Background: an optimization exercise with open tools, aiming at small area, a short achievable clock period and few clock cycles. Do not read the settings as production practice. In this exercise RTL edits were held to simulation tests only and were not proved equivalent to the original. Power is estimated from default activity; no workload was simulated.

## the previous run
// framecore_tx
module framecore_tx (
    input  wire        clk,
    input  wire        rst,             
    input  wire        cmd_valid,
    output wire        cmd_ready,
    input  wire [2:0]  cmd_op,
    input  wire [6:0]  cmd_len,
    input  wire        cmd_scheme,      
    input  wire [32:0] cmd_gen,
    input  wire [7:0]  cmd_tag_start,
    input  wire [7:0]  cmd_tag_stop,
    input  wire [7:0]  cmd_tag_esc,
    input  wire        in_valid,
    output wire        in_ready,
    input  wire [7:0]  in_data,
    output wire        out_valid,
    input  wire        out_ready,
    output wire [7:0]  out_data,
    output reg         done,
    output reg  [3:0]  res_result,
    output reg  [3:0]  res_errcode,
    output reg  [31:0] res_rem,
    output reg  [7:0]  res_olen
);
For scale: roughly 1800 cells after synthesis, roughly 170 flip-flops, roughly 0.016 sq mm of cells after synthesis.
Settings: LEC_CHECK=0, CAP_MARGIN=20, CORE_MARGIN=2, CORE_UTILIZATION=40, CTS_BUF_LIST=sky130_fd_sc_hd__clkbuf_4 sky130_fd_sc_hd__clkbuf_8, CTS_CLUSTER_SIZE=30, SETUP_SLACK_MARGIN=1.5, SLEW_MARGIN=20; clock period 5.0 ns.
standard.sh (not shown) runs the stock make flow with config.mk's settings and CLKGATE_MAP_FILE= SYNTH_SCRIPT=/design/flow/synth_recipe.tcl, a recipe that flattens the netlist after the stock synthesis.
==> flow/flow/run.sh <==
#!/bin/bash
set -euo pipefail
export BUFFER_PORTS_ARGS="-buffer_cell sky130_fd_sc_hd__buf_2"
bash standard.sh > standard_flow.log 2>&1
The previous run ended with every stage complete and zero timing, DRC or antenna violations.
Testbench counts of the previous run, summed over its fixed seeds: cycles 11,556.
## Diff of input files: the current run against the previous run
# the previous run
export LEC_CHECK = 0
export CAP_MARGIN = 20
export CORE_MARGIN = 2
export CORE_UTILIZATION = 40
export CTS_BUF_LIST = sky130_fd_sc_hd__clkbuf_4 sky130_fd_sc_hd__clkbuf_8
export CTS_CLUSTER_SIZE = 30
export SETUP_SLACK_MARGIN = 1.5
export SLEW_MARGIN = 20
create_clock -name core_clock -period 5.0 [get_ports {clk}]
# the current run
export LEC_CHECK = 0
export ABC_AREA = 1
export CAP_MARGIN = 20
export CORE_MARGIN = 2
export CORE_UTILIZATION = 40
export SETUP_SLACK_MARGIN = 1.5
export SLEW_MARGIN = 20
create_clock -name core_clock -period 5.0 [get_ports {clk}]
Results
Total track usage was lower in the previous run than in the current run.
On largest incremental delay on the critical path, the previous run and the current run are neck and neck.
The current run ended up with res_rem[2] as its capturing element of the worst setup path; the previous run ended up with res_rem[0].
Total power of the current run exceeds that of the previous run slightly.

========
== run 1 ==
Starting RTL as in the previous note.
clock: 5.0 ns
lec_check: 0
cap_margin: 20
core_margin: 2
core_utilization: 40
cts_buf_list: sky130_fd_sc_hd__clkbuf_4 sky130_fd_sc_hd__clkbuf_8
setup_slack_margin: 1.65
slew_margin: 20
Scripts as last shown in full above: flow/flow/run.sh
Run 1: no failed stages, no open violations at the end
Testbench counts of run 1, summed over its fixed seeds: cycles 11,556.
Here is what was changed in the inputs of run 2 compared with run 1.
- TNS_END_PERCENT: unset -> 10
- SETUP_SLACK_MARGIN: 1.65 -> 1.5
--- outcome ---
Reported for run 1 and run 2, synthesized instance count turned out identical to the last digit.
From run 1 to run 2 the numbers moved as follows: total power -about 1.1%, routed wire length ~0 delta.
Going from run 1 to run 2, number of buffers other than clock buffers in the final layout saw a decrease; relative contribution of combinational cells to total power saw a decrease; highest ir drop seen on vdd saw a decrease.
Compared run 2 vs run 1, and wire length of the first global-routing pass is up in run 2.
Core utilization was higher in the run labelled run 1.
Taking run 1 as the reference point, the shortest period the worst path allows of run 2 rises by 82 ps.
Going from run 1 to run 2, number of filler instances in the final layout went up, final clock period utilization by the worst path went up.
diff inputs: run 2 => run 3
- TNS_END_PERCENT: 10 -> unset
--- outcome ---
Compared with run 2, run 3 ends up with a smaller final cell area. Run 3 vs. run 2: setup slack went up by 69 ps. Area overhead of the layout relative to synthesis delta for run 3 relative to run 2: 0.88 points lower. Summary of run 3 over run 2: largest net degree at the start of global routing level; count of clock-buffer cells in the layout rose about 5%; clock network contribution to total cell area up 0.21 points. Going from run 2 to run 3, overall via count from detail_route now sits lower; sequential share of layout area has increased; number of gates resized after CTS fell 22; number of violations reported at the end of detailed-routing iteration 0 fell 297. Capturing element of the worst setup path: res_rem[0] -> run 3, R[7] -> run 2.
For run 4, these inputs were changed with respect to run 3:
- a change of CORE_UTILIZATION from 40 to 45
## What came out
In the reports for run 4 and run 3, the larger setup slack after layout belongs to run 3. The combinational power share in run 4 sits 1.5 points above the value recorded for run 3. Against run 3 as the reference, run 4 delivers a higher number of antenna violations at the first check in global routing. Sort run 4 and run 3 by critical path depth asc -> top: run 3. Sort run 4 and run 3 by routed wire length per instance desc -> top: run 4. Die boundary height shrinks by a few percent when moving from run 3 to run 4. Run 3 → run 4: combinational power climbed about 1%, register share of the cell area did not really move, post-route non-filler standard cell count went down by 2.3%, clock network power share dropped 2.0 points, power consumption shrank by 1.7%.
#### Input delta (run 5 over run 4)
- CORE_UTILIZATION now 55, was 45
[summary]
Going from run 4 to run 5, clock edge transition at the registers on the reported setup and hold paths neither gained nor lost much; share of final-layout standard cells stronger than drive strength 1 picked up an extra 1.0 points; setup slack of the critical path after layout lost 57 ps; register cell area after layout neither gained nor lost much. A highest-delay cell along the critical path of edfxtp_1 is what run 4 shows, while mux4_2 belongs to run 5.

==> re-timing with driven ports <==
Ports are ideal in the flow. The routed layouts listed here were re-timed in OpenROAD.
Step 1 (the two cells are an assumption about what drives the block):
set clk [get_ports {clk}]
set_driving_cell -lib_cell sky130_fd_sc_hd__clkbuf_16 $clk
set_driving_cell -lib_cell sky130_fd_sc_hd__buf_2 [delete_from_list [all_inputs] $clk]
Step 2, shift: input delay + t, output delay - t, t = (earliest + latest rising clock arrival at the registers) / 2. This alone moves slack from input paths to output paths.
a / b / c = ideal / step 1 / step 2; a / b = the first two.
| run | t (ns) | slack for setup (ns) | hold slack, ns | cell pins on the clock port's net |
|---|---|---|---|---|
| the previous run | 0.524 | 1.524 / 1.481 / 1.424 | 0.479 / 0.479 / 0.479 | 1 |
| the current run | 0.510 | 1.534 / 1.475 / 1.177 | 0.449 / 0.449 / 0.449 | 1 |
| run 1 | 0.516 | 1.537 / 1.494 / 1.301 | 0.485 / 0.485 / 0.485 | 1 |
| run 2 | 0.534 | 1.455 / 1.427 / 1.174 | 0.493 / 0.493 / 0.493 | 1 |
| run 3 | 0.524 | 1.524 / 1.481 / 1.424 | 0.479 / 0.479 / 0.479 | 1 |
| run 4 | 0.521 | 1.517 / 1.471 / 1.382 | 0.471 / 0.471 / 0.471 | 1 |
| run 5 | 0.520 | 1.460 / 1.410 / 1.347 | 0.451 / 0.451 / 0.451 | 1 |
After both steps setup and hold are still met in every run listed. For the current run, which loses most, drivers alone change the setup slack by -0.059 ns; drivers and shift together by -0.357 ns.
